Background: an optimization exercise with open tools, aiming at small area and a short achievable clock period. Do not read the settings as production practice. Function was checked by simulation only, so behaviour that the tests miss may differ from the original.

== rev 12 ==
==> flow/design.v (excerpt) <==
module hpf (
    input  wire        clk,
    input  wire        rst,           
    input  wire        op_valid,
    output wire        op_ready,
    input  wire [3:0]  op_sel,
    input  wire [7:0]  op_cmd,        
    input  wire [7:0]  op_plen,       
    input  wire [8:0]  op_flen,       
    input  wire [15:0] op_alg,        
    input  wire        pl_valid,
    input  wire [7:0]  pl_data,
    output wire        pl_ready,
    output wire        tx_valid,
    output wire [7:0]  tx_data,
    input  wire        tx_ready,
    input  wire        rx_valid,
    input  wire        rx_timeout,
    input  wire [7:0]  rx_data,
    output wire        rx_ready,
    output reg         done,
    output wire        busy,
    output reg  [2:0]  session,
    output wire [15:0] mode,
    output reg         mode_valid,
    output reg  [2:0]  res_kind,
    output reg         fb_valid,
    output wire [8:0]  fb_len,
    output reg         info_valid,
    output wire [7:0]  info_n,
    output reg  [15:0] info_pkt,
    output reg  [15:0] info_id,
    output reg  [7:0]  det_count,
    output reg  [3:0]  err_cause,
    output reg  [8:0]  err_len,
    output reg         close_strobe,
    output reg         det_valid,
    output wire [7:0]  det_kind,
    output wire [15:0] det_ax,
    output wire [15:0] det_ay,
    output wire [15:0] det_bx,
    output wire [15:0] det_by
);
Size: about 850 cells after synthesis, ~250 I/O pins, about 9600 um2 of cells after synthesis.
Settings: LEC_CHECK=0, CAP_MARGIN=20, CORE_MARGIN=2, CORE_UTILIZATION=40, CTS_BUF_LIST=sky130_fd_sc_hd__clkbuf_8, SETUP_SLACK_MARGIN=3.5, SLEW_MARGIN=20; clock period 6.0 ns.
standard.sh (not shown) runs the stock make flow with config.mk's settings and CLKGATE_MAP_FILE= SYNTH_SCRIPT=/design/flow/synth_recipe.tcl, a recipe that flattens the netlist after the stock synthesis.
==> flow/flow/run.sh <==
#!/bin/bash
# The standard layout, except that the buffers put on the ports are buf_1 cells
# (the standard flow picks clkdlybuf4s50_1, a delay cell almost three times larger).
set -euo pipefail
bash standard.sh "BUFFER_PORTS_ARGS=-buffer_cell sky130_fd_sc_hd__buf_1" finish > standard_flow.log 2>&1
Changes in rev 13 relative to rev 12:
--- a/flow/design.v
+++ b/flow/design.v
@@ -233,13 +233,13 @@
                              st_chk   ? chk_cause : E_NONE;
                 err_len   <= (st_chk && chk_err) ? len : 9'd0;
             end
         end
     end
     always @(posedge clk) begin
-        if (!busy_r) begin
+        if (ordy_r) begin
             o_open   <= (op_sel == OP_OPEN);
             o_send   <= (op_sel == OP_SEND);
             o_rdfr   <= (op_sel == OP_READ_FRAME);
             o_rdrs   <= (op_sel == OP_READ_RESP);
             o_knock  <= (op_sel == OP_KNOCK);
             o_setm   <= (op_sel == OP_SET_MODE);
@@ -277,26 +277,26 @@
         if (rd_resp)
             more <= 1'b0;
         else if (st_chk && chk_cont)
             more <= 1'b1;
         if (rx_ready_r && rx_valid)
             rq_d <= rx_data;
-        else if (!busy_r)
+        else if (ordy_r)
             rq_d <= (op_sel == OP_SEND) ? op_plen : (op_sel == OP_SET_MODE) ? 8'd2 : 8'd0;
         else if (tx_idle && tx_pay)
             rq_d <= rq_d - 8'd1;
         rq_t  <= rx_timeout;
         lastq <= (idx + 9'd1 == len);
         dlast <= (det_count + 8'd1 == info_pkt[7:0]);
         if (!st_rx) begin
             pfx_bad <= 1'b0;
         end else if (rq_v) begin
             if (idx < 9'd3 && rq_d != pfx_byte)
                 pfx_bad <= 1'b1;
         end
-        if (!busy_r)
+        if (ordy_r)
             ;    
         else if (st_rx) begin
             if (rq_v)
                 idx <= idx + 9'd1;
         end else if (!((st_admit && o_txop) || (st_tx && ph != 3'd6)))
             idx <= 9'd0;
## What came out
Changes observed in rev 13 relative to rev 12: aggregate routed wire length shrank by 170 um; depth of the most critical reg-to-reg path now sits higher. Summary of the comparison: clock period minus final worst setup slack is higher in rev 13, relative to rev 12. Rev 13 against rev 12; mean instance size in the synthesized netlist is down slightly. Relative to rev 12, the non-clock buffer count of rev 13 is lower by 3.4%. Re fraction of met2 tracks used by global routing: rev 13 is 1.5 points down on rev 12. Cell area after layout in rev 13 vs rev 12: down 210 um2. Compared with rev 12, rev 13 shows met1 layer wirelength in the final routing higher by about 6%.

==> what the ideal ports hide <==
How much do the figures lean on ideal ports? The routed layouts below were timed once more, with nothing changed but the port constraints. Step 1, drivers: a clkbuf_16 drives clk and a buf_2 each remaining input, both assumed. Step 2, shift: input delay + t, output delay - t, t = (earliest + latest rising clock arrival at the registers) / 2. This alone moves slack from input paths to output paths. Three values: ideal, step 1, step 2; two values: the first two.
| run | t (ns) | slack for setup (ns) | hold WS [ns] | worst setup path after step 2 | worst slew at a driven data input, ns |
|---|---|---|---|---|---|
| rev 12 | 0.554 | 3.579 / 3.539 / 3.138 | 0.444 / 0.444 / 0.444 | input to register | 0.06 |
| rev 13 | 0.555 | 3.559 / 3.513 / 3.172 | 0.440 / 0.440 / 0.440 | input to register | 0.04 |
After both steps every run listed still meets setup and hold. The setup slack of rev 12, which loses most, moves by -0.040 ns with the drivers and by -0.441 ns with both steps.
